This design comes from an exercise in tuning for small area on the open sky130 flow, not from production work. RTL that was checked went through simulation tests only; none was proved equivalent to the original. Power and IR drop assume default switching activity.

== amber ==
// flicker_core
module flicker_core (
    input  wire        clk,
    input  wire        rst,           
    input  wire        test_mode,     
    input  wire        ovf,           
    input  wire [31:0] seed_rdata,
    output wire        seed_we,
    output wire [31:0] seed_wdata,
    input  wire        bus_req,
    input  wire        bus_we,
    input  wire [5:0]  bus_addr,
    input  wire [1:0]  bus_size,      
    input  wire [31:0] bus_wdata,
    output reg         bus_ack,
    output wire        bus_err,
    output wire [31:0] bus_rdata,
    output wire [7:0]  duty,
    output reg         duty_we
);
Size: about 910 cells after synthesis, ~150 I/O pins, roughly 9100 sq um of cells after synthesis.
export LEC_CHECK = 0
export CAP_MARGIN = 5
export CORE_MARGIN = 2
export CORE_UTILIZATION = 55
export SLEW_MARGIN = 5
create_clock -name core_clock -period 20.0 [get_ports {clk}]
standard.sh (not shown) runs the stock make flow with config.mk's settings and CLKGATE_MAP_FILE= SYNTH_SCRIPT=/design/flow/synth_recipe.tcl, a recipe that flattens the netlist after the stock synthesis.
==> flow/flow/run.sh <==
#!/bin/bash
# ORFS layout with three changes, each tool's output in a log here:
#  - synthesis maps all logic, adders included, with an area-oriented ABC
#    script (flow/abc_area.script) instead of pre-mapping adder cells;
#    the registers are those of the standard synthesis (dfflibmap runs before ABC);
#  - every port still gets a buffer, of the smallest drive (buf_1);
#  - the clock tree uses small clock buffers and no dummy loads.
set -uo pipefail
HERE=$(pwd)
rm -rf scripts_mod
cp -r "$FLOW_HOME/scripts" scripts_mod
cp flow/abc_area.script scripts_mod/abc_area.script
export BUFFER_PORTS_ARGS="-buffer_cell sky130_fd_sc_hd__buf_1"
export CTS_ARGS="-sink_clustering_enable -repair_clock_nets -dont_use_dummy_load -buf_list sky130_fd_sc_hd__clkbuf_2"
bash standard.sh SCRIPTS_DIR="$HERE/scripts_mod" ABC_AREA=1 ADDER_MAP_FILE= finish > standard_flow.log 2>&1
status=$?
rm -rf scripts_mod
exit $status
==> flow/flow/abc_area.script <==
strash
&get -n
&deepsyn -I 3 -T 150
&put
&get -n
&dch -f
&nf -R 1000 -p -a
&put
amber | stages: all done | timing, DRC, antenna: all pass
[inputs] raven vs amber
- a change of SLEW_MARGIN from 5 to 20
- a change of CORE_UTILIZATION from 55 to 40
- a change of CAP_MARGIN from 5 to 20
- As far as final net count is concerned, amber and raven perform about the same.
- Looking at total chip power, raven sits above amber.
- Looking at amber and raven, the area of the mapped netlist is a wash.
- Comparing raven against amber, there is no change at all in number of antenna cells inserted.
- Sort amber and raven by met1 global-route usage asc -> top: raven
- Changes observed in raven relative to amber: largest fanout on the critical path decreased by 2 relative to the old numbers; final cycle utilization of the critical path roughly the same.
- Final cell area: raven above amber
- Compared amber against raven; synthesized area per cell within noise.
- raven and amber ended up with roughly the same maximum frequency.
- When raven is set beside amber, its final cell count turns out to be 67 larger.

flicker_core, a different RTL version from the one above (not shown whole).
Size in the first run: about 290 flip-flops, roughly 150 I/O pins, roughly 11000 µm² of cells after synthesis.
Design flicker_core, start of the top module:
module flicker_core (
    input  wire        clk,
    input  wire        rst,           
    input  wire        test_mode,     
    input  wire        ovf,           
    input  wire [31:0] seed_rdata,
    output reg         seed_we,
    output wire [31:0] seed_wdata,
    input  wire        bus_req,
    input  wire        bus_we,
    input  wire [5:0]  bus_addr,
    input  wire [1:0]  bus_size,      
    input  wire [31:0] bus_wdata,
    output reg         bus_ack,
    output reg         bus_err,
    output reg  [31:0] bus_rdata,
    output wire [7:0]  duty,
    output reg         duty_we
);
clock: 20.0 ns
lec_check: 0
cap_margin: 20
core_margin: 2
core_utilization: 40
slew_margin: 20
==> flow/flow/run.sh <==
#!/bin/bash
# Standard ORFS layout, with single-drive port buffers and a clock tree of
# small buffers without dummy loads. Each tool's output goes to a log here.
set -uo pipefail
export BUFFER_PORTS_ARGS="-buffer_cell sky130_fd_sc_hd__buf_1"
export CTS_ARGS="-sink_clustering_enable -repair_clock_nets -dont_use_dummy_load -buf_list sky130_fd_sc_hd__clkbuf_4"
bash standard.sh > standard_flow.log 2>&1
status=$?
cp -r orfs/logs orfs_logs 2>/dev/null || true
exit $status
Change:
--- a/flow/flow/run.sh
+++ b/flow/flow/run.sh
@@ -6 +6 @@
-export CTS_ARGS="-sink_clustering_enable -repair_clock_nets -dont_use_dummy_load -buf_list sky130_fd_sc_hd__clkbuf_4"
+export CTS_ARGS="-sink_clustering_enable -repair_clock_nets -dont_use_dummy_load -buf_list sky130_fd_sc_hd__clkbuf_2"
Result: Via count stays flat; routed wire length stays flat; cell count stays flat; utilization drops by 0.69 points; total power falls by a few percent; combinational power hardly moves; sequential power hardly moves; setup slack improves by 0.13 ns; worst hold slack gets worse by 0.046 ns; clock power fell by about a fifth; clock-buffer cell count is unchanged.
No functional check of the RTL was part of any run of this note.

Another version of the RTL of flicker_core (not shown whole).
Size: ~150 I/O pins.
Settings: LEC_CHECK=0, CAP_MARGIN=20, CORE_MARGIN=2, CORE_UTILIZATION=40, SLEW_MARGIN=20; clock period 20.0 ns.
run.sh (not shown) runs the stock make flow with config.mk's settings and CLKGATE_MAP_FILE= SYNTH_SCRIPT=/design/flow/synth_recipe.tcl, a recipe that flattens the netlist after the stock synthesis.
Stock flow here: none of the scripts above is used.
Then changed:
- ABC_AREA: unset -> 1
- The changed run finished with timing, DRC and antenna clean
- via count is higher by 8.1%
- final cell count rises by 14%
- wire length grows by 7.1%
- first-iteration DRC count went up by 8.9%
- worst setup slack gets better by 1.1 ns

Another version of the RTL of flicker_core (not shown whole).
Size: about 900 cells after synthesis, about 240 flip-flops, ~150 I/O pins, about 9600 um2 of cells after synthesis.
Settings: LEC_CHECK=0, CAP_MARGIN=20, CORE_MARGIN=2, CORE_UTILIZATION=40, SLEW_MARGIN=20; clock period 20.0 ns.
standard.sh (not shown) runs the stock make flow with config.mk's settings and CLKGATE_MAP_FILE= SYNTH_SCRIPT=/design/flow/synth_recipe.tcl, a recipe that flattens the netlist after the stock synthesis.
==> flow/flow/run.sh <==
#!/bin/bash
# ORFS layout with three changes, each tool's output in a log here:
#  - synthesis maps logic with an area-oriented ABC script (flow/abc_area.script);
#    the registers are those of the standard synthesis (dfflibmap runs before ABC);
#  - every port still gets a buffer, of the smallest drive (buf_1);
#  - the clock tree uses small clock buffers and no dummy loads.
set -uo pipefail
HERE=$(pwd)
rm -rf scripts_mod
cp -r "$FLOW_HOME/scripts" scripts_mod
cp flow/abc_area.script scripts_mod/abc_area.script
export BUFFER_PORTS_ARGS="-buffer_cell sky130_fd_sc_hd__buf_1"
export CTS_ARGS="-sink_clustering_enable -repair_clock_nets -dont_use_dummy_load -buf_list sky130_fd_sc_hd__clkbuf_2"
bash standard.sh SCRIPTS_DIR="$HERE/scripts_mod" ABC_AREA=1 finish > standard_flow.log 2>&1
status=$?
rm -rf scripts_mod
exit $status
==> flow/flow/abc_area.script <==
strash
&get -n
&deepsyn -T 60
&put
&get -n
&dch -f
&nf -R 1000 -p -a
&put
The first run passed the timing, design-rule and antenna checks.
Edit:
--- a/flow/flow/run.sh
+++ b/flow/flow/run.sh
@@ -2,3 +2,4 @@
 # ORFS layout with three changes, each tool's output in a log here:
-#  - synthesis maps logic with an area-oriented ABC script (flow/abc_area.script);
+#  - synthesis maps all logic, adders included, with an area-oriented ABC
+#    script (flow/abc_area.script) instead of pre-mapping adder cells;
 #    the registers are those of the standard synthesis (dfflibmap runs before ABC);
@@ -13,3 +14,3 @@
 export CTS_ARGS="-sink_clustering_enable -repair_clock_nets -dont_use_dummy_load -buf_list sky130_fd_sc_hd__clkbuf_2"
-bash standard.sh SCRIPTS_DIR="$HERE/scripts_mod" ABC_AREA=1 finish > standard_flow.log 2>&1
+bash standard.sh SCRIPTS_DIR="$HERE/scripts_mod" ABC_AREA=1 ADDER_MAP_FILE= finish > standard_flow.log 2>&1
 status=$?
==> flow/flow/abc_area.script (replaced) <==
strash
&get -n
&deepsyn -I 3 -T 150
&put
&get -n
&dch -f
&nf -R 1000 -p -a
&put
Effect: The new run went through all stages and came out clean; cell count falls by a few percent; routed wire length came out higher slightly; combinational power drops by a quarter to a third; flip-flop and latch count stays the same; total power came out lower by a little under a tenth; cell area goes down by a few percent.

-- afterwards: timing with drivers on the ports --
In the flow no input, the clock included, has a driving cell. The finished layouts below were timed again as built, in two steps.
Step 1 sets driving cells, clkbuf_16 on the clock port and buf_2 on the other inputs (assumed; they add their load-dependent delay and slew).
Step 2 also shifts input and output timing later by t, the mid clock arrival at the registers, as if the neighbouring blocks saw the same clock.
Three values: ideal, step 1, step 2; two values: the first two.
run	shift t [ns]	slack for setup (ns)	slew at the worst register clock pin (ns)
amber	0.774	10.386 / 10.363 / 10.363	0.11 / 0.11
raven	0.785	10.402 / 10.381 / 10.381	0.11 / 0.11
the first run of note 2	0.690	10.284 / 10.300 / 9.610	0.07 / 0.07
the second run of note 2	0.826	10.409 / 10.429 / 9.603	0.10 / 0.10
the first run of note 3	0.587	12.544 / 12.561 / 11.974	0.07 / 0.07
the second run of note 3	0.598	13.600 / 13.625 / 13.027	0.07 / 0.07
the first run of note 4	0.826	10.144 / 10.108 / 9.781	0.11 / 0.11
the second run of note 4	0.787	10.528 / 10.505 / 10.505	0.11 / 0.11
After both steps setup and hold are still met in every run listed. The setup slack of the second run of note 2, which loses most, moves by +0.020 ns with the drivers and by -0.806 ns with both steps.
